Context: an optimization exercise on an open-source flow, tuned for small area, a short achievable clock period and few clock cycles per item. The choices shown serve that exercise and are no tape-out recipe. Only simulation tests tie the RTL to the original design; equivalence was not proved.

04-16:
// aes128_ctr
module aes128_ctr (
    input  wire         clk,
    input  wire         rst,
    input  wire         cmd_valid,
    output wire         cmd_ready,
    input  wire [2:0]   cmd_op,
    input  wire [4:0]   cmd_len,
    input  wire [127:0] cmd_data,
    output reg          res_valid,
    output reg          res_err,
    output reg  [127:0] res_data
);
Settings: LEC_CHECK=0, CAP_MARGIN=20, CORE_MARGIN=2, CORE_UTILIZATION=50, PLACE_DENSITY=0.6, SETUP_SLACK_MARGIN=5, SLEW_MARGIN=20, SYNTH_HIERARCHICAL=1; clock period 10.0 ns.
run.sh (not shown) runs the stock make flow with config.mk's settings and CLKGATE_MAP_FILE= SYNTH_SCRIPT=/design/flow/synth_recipe.tcl, a recipe that flattens the netlist after the stock synthesis.
Testbench counts of 04-16, summed over its fixed seeds: cycles 1,128, blocks 896.
Relative to 04-16, the following input files were edited for 05-17:
==> flow/flow/run.sh (new file) <==
#!/bin/bash
set -euo pipefail
SETUP_MARGIN=6.2
bash standard.sh SETUP_SLACK_MARGIN=$SETUP_MARGIN finish > standard_flow.log 2>&1
==> flow/standard.sh (new file) <==
#!/bin/bash
# synth_recipe.tcl (not shown) runs the flow's synth.tcl, then flattens the netlist and writes it again
# the make line also repeats each setting of config.mk as NAME=value (left out here)
make -C /OpenROAD-flow-scripts/flow DESIGN_CONFIG=/design/flow/config.mk WORK_HOME=/design/flow/orfs CLKGATE_MAP_FILE= SYNTH_SCRIPT=/design/flow/synth_recipe.tcl "${@:-finish}"
removed: flow/run.sh
==> run notes <==
Taking 04-16 as the reference, in 05-17 critical path depth rose 4, data required time at the worst endpoint rose 0.16 ns. Run comparison: 05-17 worst setup path endpoint rk_all[516]; 04-16 worst setup path endpoint rk_all[693].

* * *

== job 3696 ==
Another version of the RTL of aes128_ctr (not shown whole).
For scale: ~270 I/O pins, ~410000 um2 of cells after synthesis.
export LEC_CHECK = 0
export CAP_MARGIN = 20
export CORE_MARGIN = 2
export CORE_UTILIZATION = 50
export CTS_CLUSTER_DIAMETER = 100
export CTS_CLUSTER_SIZE = 20
export PLACE_DENSITY = 0.7
export SETUP_SLACK_MARGIN = 5
export SLEW_MARGIN = 20
export SYNTH_HIERARCHICAL = 1
create_clock -name core_clock -period 10.0 [get_ports {clk}]
standard.sh (not shown) runs the stock make flow with config.mk's settings and CLKGATE_MAP_FILE= SYNTH_SCRIPT=/design/flow/synth_recipe.tcl, a recipe that flattens the netlist after the stock synthesis.
==> flow/flow/run.sh <==
#!/bin/bash
set -euo pipefail
SETUP_MARGIN=6.5
bash standard.sh SETUP_SLACK_MARGIN=$SETUP_MARGIN MAX_REPAIR_ANTENNAS_ITER_DRT=15 finish > standard_flow.log 2>&1
In summary, job 3696 completed successfully, with a layout that passed the timing, DRC and antenna checks.
Testbench counts of job 3696, summed over its fixed seeds: cycles 1,128, blocks 896.
## Diff of input files: job 2427 against job 3696
# job 3696
export LEC_CHECK = 0
export CAP_MARGIN = 20
export CORE_MARGIN = 2
export CORE_UTILIZATION = 50
export CTS_CLUSTER_DIAMETER = 100
export CTS_CLUSTER_SIZE = 20
export PLACE_DENSITY = 0.7
export SETUP_SLACK_MARGIN = 5
export SLEW_MARGIN = 20
export SYNTH_HIERARCHICAL = 1
create_clock -name core_clock -period 10.0 [get_ports {clk}]
# job 2427
export LEC_CHECK = 0
export CAP_MARGIN = 20
export CORE_MARGIN = 2
export CORE_UTILIZATION = 50
export CTS_CLUSTER_DIAMETER = 100
export CTS_CLUSTER_SIZE = 20
export PLACE_DENSITY = 0.6
export SETUP_SLACK_MARGIN = 5
export SLEW_MARGIN = 20
export SYNTH_HIERARCHICAL = 1
create_clock -name core_clock -period 10.0 [get_ports {clk}]
==> comparison <==
- Summary of job 2427 over job 3696: layout buffer count excluding clock buffers grew by about 8%; final design area excluding fillers higher.
- Post-detailed-routing wire length (higher): job 2427
- Reported for job 3696 and job 2427, area after synthesis turned out identical to the last digit.
- Of job 2427 and job 3696, it is job 2427 that has the higher count of fill cells added during filler insertion.
- Instance count after placement with tap cells included delta (job 2427 -> job 3696): insignificant
- Min detailed-route wire length on metal 1 across job 3696 and job 2427: job 3696
- Job 3696 → job 2427: first-pass GRT wire length higher.
Modified inputs, job 4389 compared to job 2427
==> flow/flow/run.sh <==
#!/bin/bash
set -euo pipefail
SETUP_MARGIN=6.5
bash standard.sh SETUP_SLACK_MARGIN=$SETUP_MARGIN finish > standard_flow.log 2>&1
--- outcome ---
- Number of well-tap cells placed came out exactly the same in job 2427 and job 4389.
- Any difference in weighted congestion reported at the end of routability-driven placement between job 4389 and job 2427 is small enough to ignore.
- Reported for job 2427 and job 4389, share of synthesized cell area in full adder, half adder and majority cells turned out identical to the last digit.
- Summary across job 2427 and job 4389: the single failing run is job 4389.
What job 6870 does differently from job 4389 at the input level:
# job 4389
export LEC_CHECK = 0
export CAP_MARGIN = 20
export CORE_MARGIN = 2
export CORE_UTILIZATION = 50
export CTS_CLUSTER_DIAMETER = 100
export CTS_CLUSTER_SIZE = 20
export PLACE_DENSITY = 0.6
export SETUP_SLACK_MARGIN = 5
export SLEW_MARGIN = 20
export SYNTH_HIERARCHICAL = 1
create_clock -name core_clock -period 10.0 [get_ports {clk}]
# job 6870
export LEC_CHECK = 0
export CAP_MARGIN = 20
export CORE_MARGIN = 2
export CORE_UTILIZATION = 55
export CTS_CLUSTER_DIAMETER = 100
export CTS_CLUSTER_SIZE = 20
export PLACE_DENSITY = 0.65
export SETUP_SLACK_MARGIN = 5
export SLEW_MARGIN = 20
export SYNTH_HIERARCHICAL = 1
create_clock -name core_clock -period 10.0 [get_ports {clk}]
==> flow/flow/run.sh <==
#!/bin/bash
set -euo pipefail
SETUP_MARGIN=6.5
bash standard.sh SETUP_SLACK_MARGIN=$SETUP_MARGIN MAX_REPAIR_ANTENNAS_ITER_DRT=15 finish > standard_flow.log 2>&1
==> run notes <==
Taking job 4389 as the reference, in job 6870 final setup slack of the worst path now sits higher, die span in y now sits lower.
Compared with job 4389, job 6870 shows a lower non-clock buffer count.
Compared to job 4389, job 6870 has average detailed-routed wire length per instance about 0.5% higher.
The met2 usage number comes out higher for job 6870 vs job 4389.
Every stage of job 4389 finished as expected; the final checks, on the other hand, flagged antenna violations, which means the layout fails.
Job 6870 finished all stages; however, its layout fails the closing checks, the failures being antenna violations.

==> separate check: timing with driven ports <==
In the flow no input, the clock included, has a driving cell. The finished layouts below were timed again as built, in two steps.
Step 1 assumes that a clkbuf_16 drives the clock port and a buf_2 every other input.
Step 2 adds t to the input delays and takes it off the output delays; t is the mean of the earliest and latest rising clock arrival at the registers after step 1. Input paths then give back, and output paths get back, about the clock's delay inside the block.
Slacks: ideal / step 1 / step 2; pairs: ideal / step 1.
run | shift t [ns] | setup slack, ns | worst slew at a driven data input, ns
04-16 | 1.353 | 5.076 / 5.076 / 5.076 | 0.17
05-17 | 1.375 | 5.955 / 5.935 / 5.269 | 0.16
job 3696 | 1.263 | 6.265 / 6.121 / 5.699 | 0.08
job 2427 | 1.310 | 6.314 / 6.154 / 5.782 | 0.11
job 4389 | 1.310 | 6.314 / 6.154 / 5.782 | 0.11
job 6870 | 1.288 | 6.344 / 6.185 / 5.346 | 0.12
For job 6870, which loses most, drivers alone change the setup slack by -0.159 ns; drivers and shift together by -0.998 ns.
